Background: an optimization exercise with open tools, aiming at small area, a short achievable clock period and few clock cycles per item. Do not read the settings as production practice.
At most, simulation tests tie the RTL to the original design; equivalence was not proved.
Power figures rest on the tool's default switching activity, not on a simulated workload.

// crsf_framer
module crsf_framer (
    input  wire       clk,
    input  wire       rst,         
    input  wire       in_valid,
    input  wire [7:0] in_data,
    output wire       in_ready,
    output wire       out_valid,
    output wire [7:0] out_data,
    output wire       out_last,
    input  wire       out_ready
);
export LEC_CHECK = 0
export ABC_CLOCK_PERIOD_IN_PS = 3000
export CAP_MARGIN = 20
export CORE_MARGIN = 2
export CORE_UTILIZATION = 40
export CTS_CLUSTER_DIAMETER = 100
export CTS_CLUSTER_SIZE = 25
export SETUP_SLACK_MARGIN = 5
export SLEW_MARGIN = 20
create_clock -name core_clock -period 8.0 [get_ports {clk}]
standard.sh (not shown) runs the stock make flow with config.mk's settings and CLKGATE_MAP_FILE= SYNTH_SCRIPT=/design/flow/synth_recipe.tcl, a recipe that flattens the netlist after the stock synthesis.
==> flow/flow/run.sh <==
#!/bin/bash
# The standard ORFS flow (the standard.sh, synthesis unchanged) with two
# changes to how the layout is made:
#   - port buffers use a regular buffer cell (buf_4) instead of a delay cell;
#   - timing repair aims for a setup slack of MARGIN ns at the fixed clock.
# The make output goes to flow_make.log; ORFS keeps each step's log under orfs/logs.
set -euo pipefail
MARGIN=5.4
sed "s/SETUP_SLACK_MARGIN=[0-9.]*/SETUP_SLACK_MARGIN=${MARGIN}/" standard.sh > standard_margin.sh
export BUFFER_PORTS_ARGS="-buffer_cell sky130_fd_sc_hd__buf_4"
bash standard_margin.sh > flow_make.log 2>&1
Testbench counts at the start, summed over its fixed seeds: cycles 34,035, bytes 32,000.
==> next run, changes <==
--- a/flow/design.v
+++ b/flow/design.v
@@ -83,33 +83,33 @@
     wire [7:0] crc_n = crc8_step(crc, rd);
     wire       last  = (k == 6'd0);
     wire       pass  = (crc == rd);
     wire       chk      = rd_v && (mode == M_CAND) && last;
     wire       commit   = chk && pass && !qfull;
     wire       stall    = chk && pass && qfull;
     wire       rewind   = chk && !pass && nxt_v;
     wire       flush    = stall || rewind;
     wire [6:0] flush_to = stall ? rp : (nxt + 7'd1);
     wire [6:0] ra_inc  = ra + {6'd0, avail};
     wire       live_nx = ra_live ? 1'b1 : (avail && !wen && (ra + 7'd1 == wr));
-    wire [5:0] ra_ph_nx = fl ? (base + 6'd1 - ra[5:0]) : avail ? ra_ph : ra_ph + 6'd1;
+    wire [5:0] ra_ph_nx = avail ? ra_ph : ra_ph + 6'd1;
     always @(posedge clk) begin
         if (rst) begin
             ra      <= 7'd0;
             ra_ph   <= 6'd0;
             rd_v    <= 1'b0;
             ra_live <= 1'b1;
             fl      <= 1'b0;
         end else begin
             ra      <= flush ? flush_to : ra_inc;
-            ra_ph   <= ra_ph_nx;
+            ra_ph   <= flush ? (base + 6'd1 - flush_to[5:0]) : ra_ph_nx;
             rd_v    <= avail && !flush;
             ra_live <= live_nx && !flush;
             fl      <= flush;
         end
     end
     always @(posedge clk) begin
         if (rst) begin
             mode  <= M_SEEK;
             nxt_v <= 1'b0;
         end else if (rd_v) begin
             case (mode)
=> First-iteration DRC count came out lower by about 3.4%. Via count came out lower by 7.5%. Die area came out lower by 3.3%. Setup slack loses 580 ps. Core utilization came out lower by 0.99 points. Final cell count came out lower by about 9%. Wire length came out higher by 3.5%. Total power came out lower by 7.6%. Fmax came out lower by about 18%. Clock skew came out higher by 4.2 ps. Sequential cell count is unchanged. Synthesized area came out lower by 3.4%. Clock-buffer cell count does not change. Clock power came out higher by about 5%.
Testbench counts after the change, summed over its fixed seeds: cycles 34,035, bytes 32,000.

main:
Another version of the RTL of crsf_framer (not shown whole).
Size in the first run: about 23 I/O pins.
==> module crsf_framer, before the edit <==
module crsf_framer (
    input  wire       clk,
    input  wire       rst,         
    input  wire       in_valid,
    input  wire [7:0] in_data,
    output wire       in_ready,
    output wire       out_valid,
    output wire [7:0] out_data,
    output wire       out_last,
    input  wire       out_ready
);
    localparam [1:0] M_SEEK  = 2'd0,    
                     M_HSYNC = 2'd1,    
                     M_CAND  = 2'd2;    
    function automatic [7:0] crc8_step(input [7:0] r, input [7:0] d);
        integer k;
        reg [7:0] c;
        begin
            c = r ^ d;
            for (k = 0; k < 8; k = k + 1)
                c = c[7] ? ((c << 1) ^ 8'hD5) : (c << 1);
            crc8_step = c;
        end
    endfunction
    function automatic is_sync(input [7:0] b);
        is_sync = (b == 8'hC8) || (b == 8'hEA) || (b == 8'hEC) || (b == 8'hEE);
    endfunction
    function automatic len_ok(input [7:0] b);
        len_ok = (b[7:6] == 2'b00) && (b[5:1] != 5'd0) && (b[5:0] != 6'd63);
    endfunction
    reg [7:0] mem [0:63];
    reg  [7:0] ir;
    reg        ir_v;
    reg        in_rdy;
    reg  [6:0] wr;
    always @(posedge clk)
        ir <= in_data;
    always @(posedge clk)
        if (ir_v)
            mem[wr[5:0]] <= ir;
    reg  [6:0] ra;                 
    reg  [6:0] rp;                 
    reg  [7:0] rd;
    reg        rd_v;
    wire       ra_live = (ra == wr);
    wire       grant_r;
    wire [7:0] pdat;               
    wire       avail   = ra_live ? ir_v : grant_r;
    always @(posedge clk) begin
        rd <= ra_live ? ir : pdat;
        rp <= ra;
    end
    reg  [1:0] mode;
    reg  [6:0] s;                  
    reg  [5:0] k;                  
    reg  [7:0] crc;
    reg  [6:0] nxt;                
    reg        nxt_v;
    reg        psync;              
    wire       sy  = is_sync(rd);
    wire       lv  = len_ok(rd);
    wire [7:0] crc_n = crc8_step(crc, rd);
    wire       last  = (k == 6'd0);
    wire       pass  = (crc == rd);
    reg  [6:0] q0, q1, q2;         
    reg  [1:0] qn;
    wire       qfull = (qn == 2'd3);
    wire       chk     = rd_v && (mode == M_CAND) && last;
    wire       commit  = chk && pass && !qfull;
    wire       stall   = chk && pass && qfull;
    wire       rewind  = chk && !pass && nxt_v;
    wire       flush   = stall || rewind;
    wire [6:0] flush_to = stall ? rp : (nxt + 7'd1);
    always @(posedge clk) begin
        if (rst) begin
            ra   <= 7'd0;
            rd_v <= 1'b0;
        end else if (flush) begin
            ra   <= flush_to;
            rd_v <= 1'b0;
        end else begin
            ra   <= ra + {6'd0, avail};
            rd_v <= avail;
        end
    end
    always @(posedge clk) begin
        if (rst) begin
            mode  <= M_SEEK;
            nxt_v <= 1'b0;
        end else if (rd_v) begin
            case (mode)
                M_SEEK: begin
                    if (sy) begin
                        mode <= M_HSYNC;
                        s    <= rp;
                    end
                end
                M_HSYNC: begin
                    if (lv) begin
                        mode  <= M_CAND;
                        k     <= rd[5:0] - 6'd1;
                        crc   <= 8'h00;
                        nxt_v <= 1'b0;
                        psync <= 1'b0;
                    end else if (sy) begin
                        s    <= rp;
                    end else begin
                        mode <= M_SEEK;
                    end
                end
                default: begin
                    if (!last) begin
                        crc   <= crc_n;
                        k     <= k - 6'd1;
                        psync <= sy;
                        if (psync && lv && !nxt_v) begin
                            nxt   <= rp - 7'd1;
                            nxt_v <= 1'b1;
                        end
                    end else if (pass) begin
                        if (!qfull)
                            mode <= M_SEEK;
                    end else if (nxt_v) begin
                        mode <= M_HSYNC;
                        s    <= nxt;
                    end else if (psync && lv) begin
                        s     <= rp - 7'd1;
                        k     <= rd[5:0] - 6'd1;
                        crc   <= 8'h00;
                        nxt_v <= 1'b0;
                        psync <= 1'b0;
                    end else if (sy) begin
                        mode <= M_HSYNC;
                        s    <= rp;
                    end else begin
                        mode <= M_SEEK;
                    end
                end
            endcase
        end
    end
    reg  [7:0] od, sd;             
    reg        ol, sl;
    reg        ov, sv;
    reg        e_act;
    reg  [6:0] e;                  
    reg  [1:0] eph;                
    reg  [5:0] rem;                
    assign     grant_r = !ra_live && !qfull;
    wire       issue   = e_act && !sv && !grant_r;
    assign     pdat    = mem[grant_r ? ra[5:0] : e[5:0]];
    wire       e_last  = (eph == 2'd2) && (rem == 6'd1);
    wire       pop     = qn != 2'd0 && (!e_act || (issue && e_last));
    always @(posedge clk) begin
        if (sv) begin
            if (out_ready) begin
                od <= sd;
                ol <= sl;
            end
        end else if (!ov || out_ready) begin
            if (issue) begin
                od <= pdat;
                ol <= e_last;
            end
        end else if (issue) begin
            sd <= pdat;
            sl <= e_last;
        end
    end
    always @(posedge clk) begin
        if (rst) begin
            ov    <= 1'b0;
            sv    <= 1'b0;
            e_act <= 1'b0;
            qn    <= 2'd0;
        end else begin
            if (sv) begin
                if (out_ready)
                    sv <= 1'b0;
            end else if (!ov || out_ready) begin
                ov <= issue;
            end else if (issue) begin
                sv <= 1'b1;
            end
            if (pop) begin
                e     <= q0;
                eph   <= 2'd0;
                e_act <= 1'b1;
            end else if (issue) begin
                e <= e + 7'd1;
                if (eph == 2'd0) begin
                    eph <= 2'd1;
                end else if (eph == 2'd1) begin
                    eph <= 2'd2;
                    rem <= pdat[5:0];
                end else begin
                    rem <= rem - 6'd1;
                    if (rem == 6'd1)
                        e_act <= 1'b0;
                end
            end
            if (pop) begin
                q0 <= (qn == 2'd1) ? s : q1;
                q1 <= (qn == 2'd2) ? s : q2;
                q2 <= s;
            end else begin
                if (qn == 2'd0) q0 <= s;
                if (qn == 2'd1) q1 <= s;
                if (qn == 2'd2) q2 <= s;
            end
            qn <= qn + {1'b0, commit} - {1'b0, pop};
        end
    end
    wire [6:0] front = e_act ? e : (qn != 2'd0) ? q0 : (mode == M_SEEK) ? rp : s;
    wire [6:0] used  = wr - front;
    always @(posedge clk) begin
        if (rst) begin
            wr     <= 7'd0;
            ir_v   <= 1'b0;
            in_rdy <= 1'b1;
        end else begin
            wr     <= wr + {6'd0, ir_v};
            ir_v   <= in_valid && in_rdy;
            in_rdy <= ({1'b0, used} + {7'd0, ir_v} + {7'd0, in_rdy}) <= 8'd63;
        end
    end
    assign in_ready  = in_rdy;
    assign out_valid = ov;
    assign out_data  = od;
    assign out_last  = ol;
endmodule
clock: 8.0 ns
lec_check: 0
cap_margin: 20
core_margin: 2
core_utilization: 40
slew_margin: 20
run.sh (not shown) runs the stock make flow with config.mk's settings and CLKGATE_MAP_FILE= SYNTH_SCRIPT=/design/flow/synth_recipe.tcl, a recipe that flattens the netlist after the stock synthesis.
Stock flow here: none of the scripts above is used.
The inputs of the feature branch differ from those of main as listed below.
-- flow/design.v --
<<< main, line 44
    reg        rd_v;
    wire       ra_live = (ra == wr);
    wire       grant_r;
    wire [7:0] pdat;               
    wire       avail   = ra_live ? ir_v : grant_r;
    always @(posedge clk) begin
        rd <= ra_live ? ir : pdat;
        rp <= ra;
    end
>>> the feature branch, line 44
    reg        rd_v;
    wire       ra_live = (ra == wr);
    wire       avail   = !ra_live || ir_v;
    always @(posedge clk) begin
        rd <= ra_live ? ir : mem[ra[5:0]];
        rp <= ra;
    end
<<< main, line 63
    wire       last  = (k == 6'd0);
    wire       pass  = (crc == rd);
    reg  [6:0] q0, q1, q2;         
    reg  [1:0] qn;
>>> the feature branch, line 61
    wire       last  = (k == 6'd0);
    wire       pass  = (crc == rd);
    localparam QD = 3;
    reg  [6:0] q0, q1, q2;         
    reg  [1:0] qn;
<<< main, line 140
        end
    end
    reg  [7:0] od, sd;             
    reg        ol, sl;
    reg        ov, sv;
    reg        e_act;
    reg  [6:0] e;                  
    reg  [1:0] eph;                
    reg  [5:0] rem;                
    assign     grant_r = !ra_live && !qfull;
    wire       issue   = e_act && !sv && !grant_r;
    assign     pdat    = mem[grant_r ? ra[5:0] : e[5:0]];
    wire       e_last  = (eph == 2'd2) && (rem == 6'd1);
    wire       pop     = qn != 2'd0 && (!e_act || (issue && e_last));
    always @(posedge clk) begin
        if (sv) begin
            if (out_ready) begin
                od <= sd;
                ol <= sl;
            end
        end else if (!ov || out_ready) begin
            if (issue) begin
                od <= pdat;
                ol <= e_last;
            end
        end else if (issue) begin
            sd <= pdat;
            sl <= e_last;
        end
    end
    always @(posedge clk) begin
        if (rst) begin
            ov    <= 1'b0;
            sv    <= 1'b0;
            e_act <= 1'b0;
            qn    <= 2'd0;
        end else begin
            if (sv) begin
                if (out_ready)
                    sv <= 1'b0;
            end else if (!ov || out_ready) begin
                ov <= issue;
            end else if (issue) begin
                sv <= 1'b1;
            end
            if (pop) begin
                e     <= q0;
                eph   <= 2'd0;
                e_act <= 1'b1;
            end else if (issue) begin
                e <= e + 7'd1;
                if (eph == 2'd0) begin
>>> the feature branch, line 139
        end
    end
    reg  [7:0] od;
    reg        ol;
    reg        ov;
    reg        e_act;
    reg  [6:0] e;                  
    reg  [1:0] eph;                
    reg  [5:0] rem;                
    wire       load   = !ov || out_ready;
    wire [7:0] eb     = mem[e[5:0]];
    wire       e_last = (eph == 2'd2) && (rem == 6'd1);
    wire       pop    = qn != 2'd0 && (!e_act || (load && e_last));
    always @(posedge clk)
        if (load && e_act) begin
            od <= eb;
            ol <= e_last;
        end
    always @(posedge clk) begin
        if (rst) begin
            ov    <= 1'b0;
            e_act <= 1'b0;
            qn    <= 2'd0;
        end else begin
            if (load)
                ov <= e_act;
            if (pop) begin
                e     <= q0;
                eph   <= 2'd0;
                e_act <= 1'b1;
            end else if (e_act && load) begin
                e <= e + 7'd1;
                if (eph == 2'd0) begin
<<< main, line 193
                end else if (eph == 2'd1) begin
                    eph <= 2'd2;
                    rem <= pdat[5:0];
                end else begin
                    rem <= rem - 6'd1;
>>> the feature branch, line 173
                end else if (eph == 2'd1) begin
                    eph <= 2'd2;
                    rem <= eb[5:0];
                end else begin
                    rem <= rem - 6'd1;
Notes after the runs:
- STATUS first-pass GRT wire length: the feature branch loses against main
- Required time of the worst setup path came out higher on the feature branch than on main.
- Looking at post-route fraction of the period consumed by the critical path, the feature branch sits 15 points lower than main does.
- Global-route usage: main and the feature branch compared, higher one is the feature branch
- Worst setup slack on the feature branch is up relative to main.
- Delay of the slowest critical-path stage in the feature branch vs main: down 250 ps
- Of the two values seen for largest family of logic cells by synthesized area, simple AND/OR/NAND/NOR gates was produced by main and multiplexers by the feature branch.
- Sequential share of layout area in the feature branch is 7.4 points lower than in main
- Min flip-flop and latch count across main and the feature branch: the feature branch
- Higher sequential power among main and the feature branch: the feature branch
- Against main, the feature branch comes in 1 lower on critical path depth.
Testbench counts of the feature branch, summed over its fixed seeds: cycles 33,555, bytes 32,000.
Only the layout flow was run in main; the RTL was not checked for function there.

[separate check: timing with driven ports]
No port has a modelled driver above. Below, the same layouts with a new extraction and two added sets of constraints. Step 1: set_driving_cell puts a clkbuf_16 on clk and a buf_2 on each other input, an assumption about the parent block. Step 2 times the ports against the registers' clock, not the clock port: input delays grow and output delays shrink by t, the midpoint of the rising clock arrivals with the driver on. a / b / c = ideal / step 1 / step 2; a / b = the first two.
run | t (ns) | setup WS [ns] | worst setup path at the end | latest minus earliest clock arrival (ns) | slew at the worst register clock pin (ns)
the first run of note 1 | 0.687 | 5.284 / 5.222 / 4.712 | input to register | 0.030 / 0.030 | 0.11 / 0.11
the second run of note 1 | 0.704 | 4.701 / 4.701 / 4.621 | input to register | 0.033 / 0.032 | 0.11 / 0.11
main | 0.661 | 2.731 / 2.731 / 2.731 | register to register | 0.024 / 0.025 | 0.06 / 0.06
the feature branch | 0.673 | 3.964 / 3.998 / 3.325 | input to register | 0.039 / 0.039 | 0.06 / 0.06
After both steps every run listed still meets setup and hold. The setup slack of the feature branch, which loses most, moves by +0.034 ns with the drivers and by -0.639 ns with both steps.
